Context: an optimization exercise on an open-source flow, tuned for small area. The choices shown serve that exercise and are no tape-out recipe. Only simulation tests tie the RTL to the original design; equivalence was not proved.

== v40 ==
==> flow/design.v (excerpt) <==
module canicas_core (
    input  wire        clk,
    input  wire        rst,           
    input  wire        init_ok,       
    input  wire        tick,          
    input  wire        rx_valid,      
    input  wire [7:0]  rx_data,
    input  wire        estop_in,      
    output reg         rx_arm,        
    output wire [3:0]  coil_h,
    output wire [3:0]  coil_vl,
    output wire [3:0]  coil_vr,
    output wire [11:0] servo_pulse
);
    localparam [8:0] SAFE_ANGLE = 9'd90;
    localparam [1:0] C_NONE = 2'd0, C_H = 2'd1, C_V = 2'd2, C_S = 2'd3;
    reg        [3:0]  idx;
    reg               cmd_ready;
    reg        [1:0]  cls;             
    reg               halted;
    reg               estop_prev;
    reg               p_num;           
    reg               p_end;           
    reg               neg;
    reg        [31:0] acc;             
    reg               val_h, val_v;    
    reg               sgn_h, sgn_v;
    reg        [31:0] nmag_h, nmag_v;
    reg        [8:0]  ang;
    wire run     = ~halted;
    wire rxv     = rx_valid & run;
    wire tck     = tick & run;
    wire estop   = estop_in & ~estop_prev & run;
    wire is_lf   = (rx_data == 8'h0A);
    wire is_cr   = (rx_data == 8'h0D);
    wire store   = rxv & ~is_lf & ~is_cr;
    wire first   = (idx == 4'd0);
    wire code_b  = store & first;
    wire arg_b   = store & ~first & ~p_end;
    wire is_ws   = (rx_data == 8'h09) | (rx_data == 8'h0B) | (rx_data == 8'h0C) |
                   (rx_data == 8'h20);    
    wire is_sign = (rx_data == 8'h2D) | (rx_data == 8'h2B);
    wire is_dig  = (rx_data[7:4] == 4'h3) & (~rx_data[3] | (rx_data[2:1] == 2'b00));
    wire [7:0] code  = rx_data & 8'hDF;
    wire [1:0] cls_n = (code == 8'h48) ? C_H :
                       (code == 8'h56) ? C_V :
                       (code == 8'h53) ? C_S : C_NONE;
    wire dig_upd = arg_b & is_dig;
    wire [35:0] x8 = {acc, 3'b000};
    wire [35:0] x2 = {3'b000, acc, 1'b0};
    wire [35:0] xd = {32'd0, rx_data[3:0]};
    wire [35:0] sum10;
    wire [36:0] cy10;
    assign cy10[0] = 1'b0;
    genvar gi;
    generate
        for (gi = 0; gi < 36; gi = gi + 1) begin : g_x10
            if (gi < 3) begin : g_lo
                assign sum10[gi]  = x2[gi] ^ xd[gi] ^ cy10[gi];
  ...
Size in the first run: roughly 750 cells after synthesis, ~39 I/O pins.
export LEC_CHECK = 0
export CAP_MARGIN = 20
export CORE_MARGIN = 2
export CORE_UTILIZATION = 65
export SLEW_MARGIN = 20
create_clock -name core_clock -period 120.0 [get_ports {clk}]
standard.sh (not shown) runs the stock make flow with config.mk's settings and CLKGATE_MAP_FILE= SYNTH_SCRIPT=/design/flow/synth_recipe.tcl, a recipe that flattens the netlist after the stock synthesis.
==> flow/flow/run.sh <==
#!/bin/bash
# Standard synthesis; its combinational logic remapped for area by Yosys/ABC
# (registers and full adders untouched; deep synthesis from three seeds, the
# smallest result kept); then the standard layout with synthesis buffers
# removed, small cells for the port buffers and the clock tree (no dummy clock
# loads).  Each step's output goes to its own log in this folder.
set -euo pipefail
W=$(pwd)
bash standard.sh synth > std_synth.log 2>&1
R=$W/orfs/results/$FLOW_PLATFORM/canicas_core/base
LIB=$FLOW_HOME/platforms/$FLOW_PLATFORM/lib/sky130_fd_sc_hd__tt_025C_1v80.lib
DU=$(make -s -C "$FLOW_HOME" DESIGN_CONFIG="$W/config.mk" WORK_HOME="$W/orfs" print-DONT_USE_CELLS 2> print_vars.log | sed -n 's/^DONT_USE_CELLS: //p')
python3 flow/strip_lib.py "$LIB" allowed.lib "$DU" > strip_lib.log 2>&1
cp "$R/1_2_yosys.v" std_netlist.v
# ABC's deep synthesis from three random seeds, in parallel; keep the smallest.
YOSYS="${YOSYS_EXE:-$FLOW_HOME/../tools/install/yosys/bin/yosys}"
for s in 0 1 2; do
  mkdir -p "rs$s/flow"
  cp allowed.lib std_netlist.v "rs$s/"
  sed "s/^&deepsyn -T 60$/\&deepsyn -T 60 -S $s/" flow/resynth.abc > "rs$s/flow/resynth.abc"
  (cd "rs$s" && "$YOSYS" -q -l resynth.log -s ../flow/resynth.ys > resynth.out 2>&1) &
done
wait
best=""
best_area=""
for s in 0 1 2; do
  a=$(awk '/Chip area for module/ {print $NF}' "rs$s/resynth_stat.txt" 2>/dev/null || true)
  [[ -n "$a" && -s "rs$s/resynth.v" ]] || continue
  if [[ -z "$best" ]] || awk -v a="$a" -v b="$best_area" 'BEGIN { exit !(a < b) }'; then
    best=$s
    best_area=$a
  fi
done
echo "resynth: seed $best, area $best_area" > resynth_pick.log
cp "rs$best/resynth.v" "$R/1_2_yosys.v"
rm -f "$R/1_synth.odb" "$R/1_synth.sdc"
export REMOVE_ABC_BUFFERS=1
export BUFFER_PORTS_ARGS="-buffer_cell sky130_fd_sc_hd__buf_1"
export CTS_ARGS="-sink_clustering_enable -repair_clock_nets -dont_use_dummy_load -buf_list sky130_fd_sc_hd__buf_4 -root_buf sky130_fd_sc_hd__buf_4 -sink_clustering_size 12"
bash standard.sh finish > std_layout.log 2>&1
Other scripts of this flow, unchanged in this note and not shown: flow/flow/resynth.abc, flow/flow/resynth.ys, flow/flow/strip_lib.py
In summary, v40 completed successfully, with a layout that passed the timing, DRC and antenna checks.
#### Input delta (v32 over v40)
==> flow/flow/run.sh <==
#!/bin/bash
# Standard synthesis; its combinational logic remapped for area by Yosys/ABC
# (registers and full adders untouched); then the standard layout with synthesis buffers
# removed, small cells for the port buffers and the clock tree (no dummy clock
# loads).  Each step's output goes to its own log in this folder.
set -euo pipefail
W=$(pwd)
bash standard.sh synth > std_synth.log 2>&1
R=$W/orfs/results/$FLOW_PLATFORM/canicas_core/base
LIB=$FLOW_HOME/platforms/$FLOW_PLATFORM/lib/sky130_fd_sc_hd__tt_025C_1v80.lib
DU=$(make -s -C "$FLOW_HOME" DESIGN_CONFIG="$W/config.mk" WORK_HOME="$W/orfs" print-DONT_USE_CELLS 2> print_vars.log | sed -n 's/^DONT_USE_CELLS: //p')
python3 flow/strip_lib.py "$LIB" allowed.lib "$DU" > strip_lib.log 2>&1
cp "$R/1_2_yosys.v" std_netlist.v
"${YOSYS_EXE:-$FLOW_HOME/../tools/install/yosys/bin/yosys}" -q -l resynth.log -s flow/resynth.ys > resynth.out 2>&1
cp resynth.v "$R/1_2_yosys.v"
rm -f "$R/1_synth.odb" "$R/1_synth.sdc"
export REMOVE_ABC_BUFFERS=1
export BUFFER_PORTS_ARGS="-buffer_cell sky130_fd_sc_hd__buf_1"
export CTS_ARGS="-sink_clustering_enable -repair_clock_nets -dont_use_dummy_load -buf_list sky130_fd_sc_hd__buf_4 -root_buf sky130_fd_sc_hd__buf_4 -sink_clustering_size 12"
bash standard.sh finish > std_layout.log 2>&1
==> results.txt <==
v40 → v32: non-filler instance count after layout saw an increase, post-layout utilization of the core rose 0.20 points, placeable core area saw an increase, worst path setup slack after routing decreased by 0.11 ns relative to the old numbers.
Critical path endpoint = acc[0]$_SDFFE_PP0P_: v40; critical path endpoint = acc[17]$_SDFFE_PP0P_: v32
Setup changes, v32 to v36
--- a/flow/flow/run.sh
+++ b/flow/flow/run.sh
@@ -1,5 +1,6 @@
 #!/bin/bash
 # Standard synthesis; its combinational logic remapped for area by Yosys/ABC
-# (registers and full adders untouched); then the standard layout with synthesis buffers
+# (registers and full adders untouched; deep synthesis from six seeds, the
+# smallest result kept); then the standard layout with synthesis buffers
 # removed, small cells for the port buffers and the clock tree (no dummy clock
 # loads).  Each step's output goes to its own log in this folder.
@@ -12,6 +13,26 @@
 python3 flow/strip_lib.py "$LIB" allowed.lib "$DU" > strip_lib.log 2>&1
 cp "$R/1_2_yosys.v" std_netlist.v
-"${YOSYS_EXE:-$FLOW_HOME/../tools/install/yosys/bin/yosys}" -q -l resynth.log -s flow/resynth.ys > resynth.out 2>&1
-cp resynth.v "$R/1_2_yosys.v"
+# ABC's deep synthesis from six random seeds, three at a time; keep the smallest.
+YOSYS="${YOSYS_EXE:-$FLOW_HOME/../tools/install/yosys/bin/yosys}"
+for s in 0 1 2 3 4 5; do
+  mkdir -p "rs$s/flow"
+  cp allowed.lib std_netlist.v "rs$s/"
+  sed "s/^&deepsyn -T 60$/\&deepsyn -T 60 -S $s/" flow/resynth.abc > "rs$s/flow/resynth.abc"
+  (cd "rs$s" && "$YOSYS" -q -l resynth.log -s ../flow/resynth.ys > resynth.out 2>&1) &
+  if [[ $s == 2 ]]; then wait; fi
+done
+wait
+best=""
+best_area=""
+for s in 0 1 2 3 4 5; do
+  a=$(awk '/Chip area for module/ {print $NF}' "rs$s/resynth_stat.txt" 2>/dev/null || true)
+  [[ -n "$a" && -s "rs$s/resynth.v" ]] || continue
+  if [[ -z "$best" ]] || awk -v a="$a" -v b="$best_area" 'BEGIN { exit !(a < b) }'; then
+    best=$s
+    best_area=$a
+  fi
+done
+echo "resynth: seed $best, area $best_area" > resynth_pick.log
+cp "rs$best/resynth.v" "$R/1_2_yosys.v"
 rm -f "$R/1_synth.odb" "$R/1_synth.sdc"
 export REMOVE_ABC_BUFFERS=1
Notes after the runs:
- In the route summary, v36 ends up with a via count below that of v32.
- Changes observed in v36 relative to v32: global router's overall resource usage went down 0.51 points; share of the final layout cell area in sequential cells rose 0.46 points; final critical delay including setup and external delays went down 0.11 ns.
- In the metrics for v36 and v32, the one carrying the lower placement-stage worst setup slack is v32.
- v32 → v36: post-route standard cell area excluding fillers fell about 1.2%; initial core utilization fell 0.21 points; clock skew about even.

## separate check: timing with driven ports
The flow's constraints put no driver on any port. The routed layouts listed below were extracted and timed again, unchanged, in two steps. Step 1 (the two cells are an assumption about what drives the block):
set clk [get_ports {clk}]
set_driving_cell -lib_cell sky130_fd_sc_hd__clkbuf_16 $clk
set_driving_cell -lib_cell sky130_fd_sc_hd__buf_2 [delete_from_list [all_inputs] $clk]
Step 2 times the ports against the registers' clock, not the clock port: input delays grow and output delays shrink by t, the midpoint of the rising clock arrivals with the driver on. a / b / c = ideal ports / drivers / drivers and shift; a / b = the first two.
| run | t (ns) | setup slack, ns | worst data-port slew with drivers (ns) |
|---|---|---|---|
| v40 | 0.451 | 82.080 / 82.084 / 81.633 | 0.04 |
| v32 | 0.474 | 81.975 / 81.985 / 81.511 | 0.03 |
| v36 | 0.451 | 82.080 / 82.084 / 81.633 | 0.04 |
After both steps setup and hold are still met in every run listed. The setup slack of v32, which loses most, moves by +0.010 ns with the drivers and by -0.464 ns with both steps.
